What follows belongs to an exercise in optimizing a design on an open flow for small area, a short achievable clock period and few clock cycles; a production flow would make more cautious choices. Where RTL was checked, it was by simulation tests only, not by an equivalence proof against the original. Power figures rest on the tool's default switching activity, not on a simulated workload.

## bitrat_enc
module bitrat_enc (
    input  wire        clk,
    input  wire        rst,         
    input  wire        start,
    input  wire        prev_bit,
    input  wire [12:0] len,         
    output reg  [11:0] in_addr,
    input  wire [7:0]  in_data,
    output reg         out_we,
    output reg  [12:0] out_addr,
    output reg  [7:0]  out_data,
    output reg         busy,
    output reg         done,
    output reg  [7:0]  cmask,
    output reg  [3:0]  maskw,
    output wire [12:0] count,
    output wire        last
);
Size in the first run: roughly 190 flip-flops, about 11,000 um^2 of cells after synthesis.
==> flow/config.mk <==
export PLATFORM = sky130hd
export DESIGN_NAME = bitrat_enc
export DESIGN_NICKNAME = bitrat_enc
export VERILOG_FILES = /design/flow/design.v
export SDC_FILE = /design/flow/constraint.sdc
export NUM_CORES = 4
export LEC_CHECK = 0
export ABC_CLOCK_PERIOD_IN_PS = 2000
export CAP_MARGIN = 20
export CORE_MARGIN = 2
export CORE_UTILIZATION = 40
export SETUP_SLACK_MARGIN = 2.7
export SLEW_MARGIN = 20
==> flow/constraint.sdc <==
create_clock -name core_clock -period 5.0 [get_ports {clk}]
set_input_delay 1.0000 -clock core_clock [delete_from_list [all_inputs] [get_ports {clk}]]
set_output_delay 1.0000 -clock core_clock [all_outputs]
set_load 0.01 [all_outputs]
run.sh (not shown) runs the stock make flow with config.mk's settings and CLKGATE_MAP_FILE= SYNTH_SCRIPT=/design/flow/synth_recipe.tcl, a recipe that flattens the netlist after the stock synthesis.
The baseline finished clean.
Testbench counts at the start, summed over its fixed seeds: cycles 340,437.
==> next run, changes <==
==> flow/flow/run.sh (new file) <==
#!/bin/bash
# Standard layout, with the port buffers made from the smallest buffer
# (buf_1) instead of the default choice; repair may still resize them.
set -euo pipefail
echo 'export BUFFER_PORTS_ARGS = -buffer_cell sky130_fd_sc_hd__buf_1' >> config.mk
bash standard.sh finish > standard.log 2>&1
==> flow/standard.sh (new file) <==
#!/bin/bash
# synth_recipe.tcl (not shown) runs the flow's synth.tcl, then flattens the netlist and writes it again
# the make line also repeats each setting of config.mk as NAME=value (left out here)
make -C /OpenROAD-flow-scripts/flow DESIGN_CONFIG=/design/flow/config.mk WORK_HOME=/design/flow/orfs CLKGATE_MAP_FILE= SYNTH_SCRIPT=/design/flow/synth_recipe.tcl "${@:-finish}"
ABC_CLOCK_PERIOD_IN_PS = default   (was 2000)
BUFFER_PORTS_ARGS = -buffer_cell sky130_fd_sc_hd__buf_1   (was default)
CORE_UTILIZATION = 70   (was 40)
SETUP_SLACK_MARGIN = 2.6   (was 2.7)
TNS_END_PERCENT = 20   (was default)
removed: flow/run.sh
Outcome: Critical path depth rose by 2. Clock skew stays flat. First-iteration DRC count went up by well over a third. Worst hold slack improved by 0.013 ns. Final area goes down by roughly a tenth. Via count rose slightly. Non-clock buffer count shrinks by 50. Wire length came out lower by a little under a tenth. Setup slack gets worse by 0.20 ns.

---

Another version of the RTL of bitrat_enc (not shown whole).
Size in the first run: roughly 1,200 cells after synthesis, ~200 flip-flops, about 12,000 um^2 of cells after synthesis.
==> flow/design.v (excerpt) <==
module bitrat_enc (
    input  wire        clk,
    input  wire        rst,         
    input  wire        start,
    input  wire        prev_bit,
    input  wire [12:0] len,         
    output reg  [11:0] in_addr,
    input  wire [7:0]  in_data,
    output reg         out_we,
    output reg  [12:0] out_addr,
    output reg  [7:0]  out_data,
    output reg         busy,
    output reg         done,
    output reg  [7:0]  cmask,
    output reg  [3:0]  maskw,
    output wire [12:0] count,
    output wire        last
);
clock: 5.0 ns
lec_check: 0
abc_clock_period_in_ps: 2500
cap_margin: 20
core_margin: 2
core_utilization: 40
setup_slack_margin: 1.5
slew_margin: 20
Stock flow here: none of the scripts above is used.
Edit:
ABC_CLOCK_PERIOD_IN_PS = 2000   (was 2500)
SETUP_SLACK_MARGIN = 0   (was 1.5)
=>
- wire length barely changes
- non-clock buffer count climbs by 1
- count of clock-buffer cells in the layout stays the same
- synthesized cell count does not change
- cell area shrinks by 0.56%
- global-route usage hardly moves
- total power fell by 3.7%
- via count is higher by 0.38%
- core utilization goes down by 0.26 points
- hold slack gets better by 0.0065 ns
No functional check of the RTL was part of any run of this note.

---

The RTL this note starts from:
==> flow/design.v <==
module bitrat_enc (
    input  wire        clk,
    input  wire        rst,         
    input  wire        start,
    input  wire        prev_bit,
    input  wire [12:0] len,         
    output wire [11:0] in_addr,
    input  wire [7:0]  in_data,
    output reg         out_we,
    output reg  [12:0] out_addr,
    output reg  [7:0]  out_data,
    output wire        busy,
    output reg         done,
    output wire [7:0]  cmask,
    output wire [3:0]  maskw,
    output wire [12:0] count,
    output wire        last
);
    localparam [2:0] S_IDLE = 3'd0,
                     S_B2   = 3'd1,   
                     S_B1   = 3'd2,   
                     S_RUN  = 3'd3,   
                     S_GW   = 3'd4,   
                     S_PW   = 3'd5,   
                     S_SW   = 3'd6;   
    reg [2:0]  st;
    reg [12:0] lm1;       
    reg [11:0] icur;      
    reg [7:0]  d;
    reg        d00, dff;          
    reg        mbit;      
    reg        mode;      
    reg [12:0] ocur;      
    reg [12:0] gpos, ppos, spos;
    reg        p_act, s_act;      
    reg [7:0]  gmask, pmask, smask, cm;
    reg [5:0]  ln;        
    reg [12:0] ocur_b;    
    reg        p_act_b, s_act_b, mbit_b;
    assign busy    = (st != S_IDLE);
    assign in_addr = icur + ((st == S_B2) ? 12'd0 : (st == S_B1) ? 12'd1 : 12'd2);
    assign count   = ocur;
    assign cmask   = cm;
    assign last    = mbit;
    assign maskw   = lm1[12:9] + 4'd1;
    wire last_byte  = (icur == lm1[11:0]);
    wire full_pair  = (icur[11:6] != lm1[11:6]) || (lm1[5:0] == 6'h3F);
    wire grp_start  = (icur[2:0] == 3'd0);
    wire blk_start  = (icur[4:0] == 5'd0);
    wire pair_start = (icur[5:0] == 6'd0);
    wire sec_start  = (icur[8:0] == 9'd0);
    wire grp_end    = (icur[2:0] == 3'd7) || last_byte;
    wire blk_end    = full_pair && (icur[4:0] == 5'd31);
    wire pair_end   = (icur[5:0] == 6'd63) || last_byte;
    wire sec_end    = (icur[8:0] == 9'h1FF) || last_byte;
    wire esc_mode   = mode && full_pair;
    wire [7:0] gm_base = grp_start  ? 8'd0 : gmask;
    wire [7:0] pm_base = pair_start ? 8'd0 : pmask;
    wire [7:0] sm_base = sec_start  ? 8'd0 : smask;
    wire [5:0] ln_base = blk_start  ? 6'd0 : ln;
    wire       g_has   = |gm_base;
    wire       p_has   = pair_start ? 1'b0 : p_act;
    wire       s_has   = sec_start  ? 1'b0 : s_act;
    wire       lit     = mbit ? !dff : !d00;
    wire [7:0] gm_next = gm_base | (lit ? (8'h80 >> icur[2:0]) : 8'd0);
    wire       wr      = esc_mode || lit;
    wire       ng      = esc_mode ? blk_start : (lit && !g_has);
    wire       np      = wr && !p_has;
    wire       ns      = wr && !s_has;
    wire [12:0] o1     = ocur + 13'd1;
    wire [12:0] o2     = ocur + 13'd2;
    wire [12:0] o3     = ocur + 13'd3;
    wire [12:0] o4     = ocur + 13'd4;
    wire [12:0] waddr  = ns ? o3 : np ? o2 : ng ? o1 : ocur;
    wire [12:0] onext  = ns ? o4 : np ? o3 : ng ? o2 : o1;
    wire [5:0] ln_next = ln_base + {5'd0, lit} + {5'd0, lit && !g_has};
    wire       esc     = (ln_base > 6'd32) ||
                         (lit && ((ln_base >= 6'd32) || (!g_has && ln_base >= 6'd31)));
    wire       mism    = blk_end && (mode != esc);
    wire       p_act_n = p_has || wr;
    wire       s_act_n = s_has || wr;
    wire       gw      = grp_end && (esc_mode ? (blk_end && esc) : lit);
    wire [7:0] pm_grp  = (grp_end && (gm_next != 8'd0)) ? (8'h80 >> icur[5:3]) : 8'd0;
    wire [7:0] pm_esc  = (blk_end && esc_mode && esc) ? (icur[5] ? 8'h0F : 8'hF0) : 8'd0;
    wire [7:0] sm_bit  = (pair_end && p_act_n) ? (8'h80 >> icur[8:6]) : 8'd0;
    wire [7:0] cm_bit  = (sec_end && s_act_n) ? (8'h80 >> icur[11:9]) : 8'd0;
    wire pw_run = pair_end && p_act_n;
    wire sw_run = sec_end && s_act_n;
    wire pw_st  = pair_end && p_act;
    wire sw_st  = sec_end && s_act;
    always @(posedge clk) begin
        if (rst) begin
            st     <= S_IDLE;
            done   <= 1'b0;
            out_we <= 1'b0;
        end else begin
            done   <= 1'b0;
            out_we <= 1'b0;
            if (st != S_GW && st != S_PW && st != S_SW) begin
                d   <= in_data;
                d00 <= (in_data == 8'h00);
                dff <= (in_data == 8'hFF);
            end
            case (st)
                S_IDLE: begin
                    if (start) begin
                        lm1  <= len - 13'd1;
                        mbit <= prev_bit;
                        mode <= 1'b0;
                        icur <= 12'd0;
                        ocur <= 13'd0;
                        cm   <= 8'd0;
                        if (len == 13'd0)
                            done <= 1'b1;
                        else
                            st <= S_B2;
                    end
                end
                S_B2: st <= S_B1;
                S_B1: st <= S_RUN;
                S_RUN: begin
                    if (blk_start && full_pair) begin
                        ocur_b  <= ocur;
                        p_act_b <= p_has;
                        s_act_b <= s_has;
                        mbit_b  <= mbit;
                    end
                    if (ns) spos <= ocur;
                    if (np) ppos <= ns ? o1 : ocur;
                    if (ng) gpos <= ns ? o2 : np ? o1 : ocur;
                    gmask <= gm_next;
                    ln    <= ln_next;
                    pmask <= pm_base | pm_grp | pm_esc;
                    out_we   <= wr || (!esc_mode && g_has);
                    out_addr <= wr ? waddr : gpos;
                    out_data <= wr ? d : gm_base;
                    if (mism) begin
                        mode  <= ~mode;
                        icur  <= {icur[11:5], 5'd0};
                        ocur  <= ocur_b;
                        p_act <= p_act_b;
                        s_act <= s_act_b;
                        mbit  <= mbit_b;
                        st    <= S_B2;
                    end else begin
                        if (lit) mbit <= d[0];
                        if (wr) ocur <= onext;
                        p_act <= p_act_n;
                        s_act <= s_act_n;
                        smask <= sm_base | sm_bit;
                        cm    <= cm | cm_bit;
                        if (gw) begin
                            st <= S_GW;
                        end else if (pw_run) begin
                            st <= S_PW;
                        end else if (sw_run) begin
                            st <= S_SW;
                        end else if (last_byte) begin
                            done <= 1'b1;
                            st   <= S_IDLE;
                        end else begin
                            icur <= icur + 12'd1;
                        end
                    end
                end
                S_GW: begin
                    out_we   <= 1'b1;
                    out_addr <= gpos;
                    out_data <= esc_mode ? 8'h00 : gmask;
                    if (pw_st) begin
                        st <= S_PW;
                    end else if (sw_st) begin
                        st <= S_SW;
                    end else if (last_byte) begin
                        done <= 1'b1;
                        st   <= S_IDLE;
                    end else begin
                        icur <= icur + 12'd1;
                        st   <= S_RUN;
                    end
                end
                S_PW: begin
                    out_we   <= 1'b1;
                    out_addr <= ppos;
                    out_data <= pmask;
                    if (sw_st) begin
                        st <= S_SW;
                    end else if (last_byte) begin
                        done <= 1'b1;
                        st   <= S_IDLE;
                    end else begin
                        icur <= icur + 12'd1;
                        st   <= S_RUN;
                    end
                end
                S_SW: begin
                    out_we   <= 1'b1;
                    out_addr <= spos;
                    out_data <= smask;
                    if (last_byte) begin
                        done <= 1'b1;
                        st   <= S_IDLE;
                    end else begin
                        icur <= icur + 12'd1;
                        st   <= S_RUN;
                    end
                end
                default: st <= S_IDLE;
            endcase
        end
    end
endmodule
export LEC_CHECK = 0
export ABC_CLOCK_PERIOD_IN_PS = 2000
export CAP_MARGIN = 20
export CORE_MARGIN = 2
export CORE_UTILIZATION = 40
export SETUP_SLACK_MARGIN = 2.5
export SLEW_MARGIN = 20
create_clock -name core_clock -period 5.0 [get_ports {clk}]
The first run went through all stages and came out clean.
Rerun with:
--- a/flow/config.mk
+++ b/flow/config.mk
@@ -8 +7,0 @@
-export ABC_CLOCK_PERIOD_IN_PS = 2000
@@ -12 +10,0 @@
-export SETUP_SLACK_MARGIN = 2.5
=> Global-route usage fell by 3.6 points; cell area fell by 24%; wire length fell by 25%; area after synthesis does not change; power fell by 12%; worst setup slack gets worse by 0.91 ns; non-clock buffer count fell by 208.
Function was not checked in any run of this note: the RTL went through the layout flow alone.

-- afterwards: timing with drivers on the ports --
Ports are ideal in the flow. The routed layouts listed here were re-timed in OpenROAD.
Step 1 assumes that a clkbuf_16 drives the clock port and a buf_2 every other input.
Step 2, shift: input delay + t, output delay - t, t = (earliest + latest rising clock arrival at the registers) / 2. This alone moves slack from input paths to output paths.
Slacks: ideal ports / drivers / drivers and shift; pairs: ideal ports / drivers.
run | t (ns) | setup WS [ns] | slew at the worst register clock pin (ns) | worst slew at a driven data input, ns | pins driven straight from the clock port
the first run of note 1 | 0.480 | 2.673 / 2.674 / 2.194 | 0.07 / 0.07 | 0.05 | 1
the second run of note 1 | 0.479 | 2.468 / 2.468 / 2.350 | 0.07 / 0.07 | 0.06 | 1
the first run of note 2 | 0.486 | 1.819 / 1.819 / 1.529 | 0.08 / 0.08 | 0.05 | 1
the second run of note 2 | 0.484 | 1.905 / 1.905 / 1.622 | 0.08 / 0.08 | 0.05 | 1
the first run of note 3 | 0.487 | 1.760 / 1.713 / 1.778 | 0.08 / 0.08 | 0.04 | 1
the second run of note 3 | 0.480 | 0.848 / 0.801 / 0.864 | 0.07 / 0.07 | 0.05 | 1
After both steps every run listed still meets setup and hold. The setup slack of the first run of note 1, which loses most, moves by +0.001 ns with the drivers and by -0.479 ns with both steps.
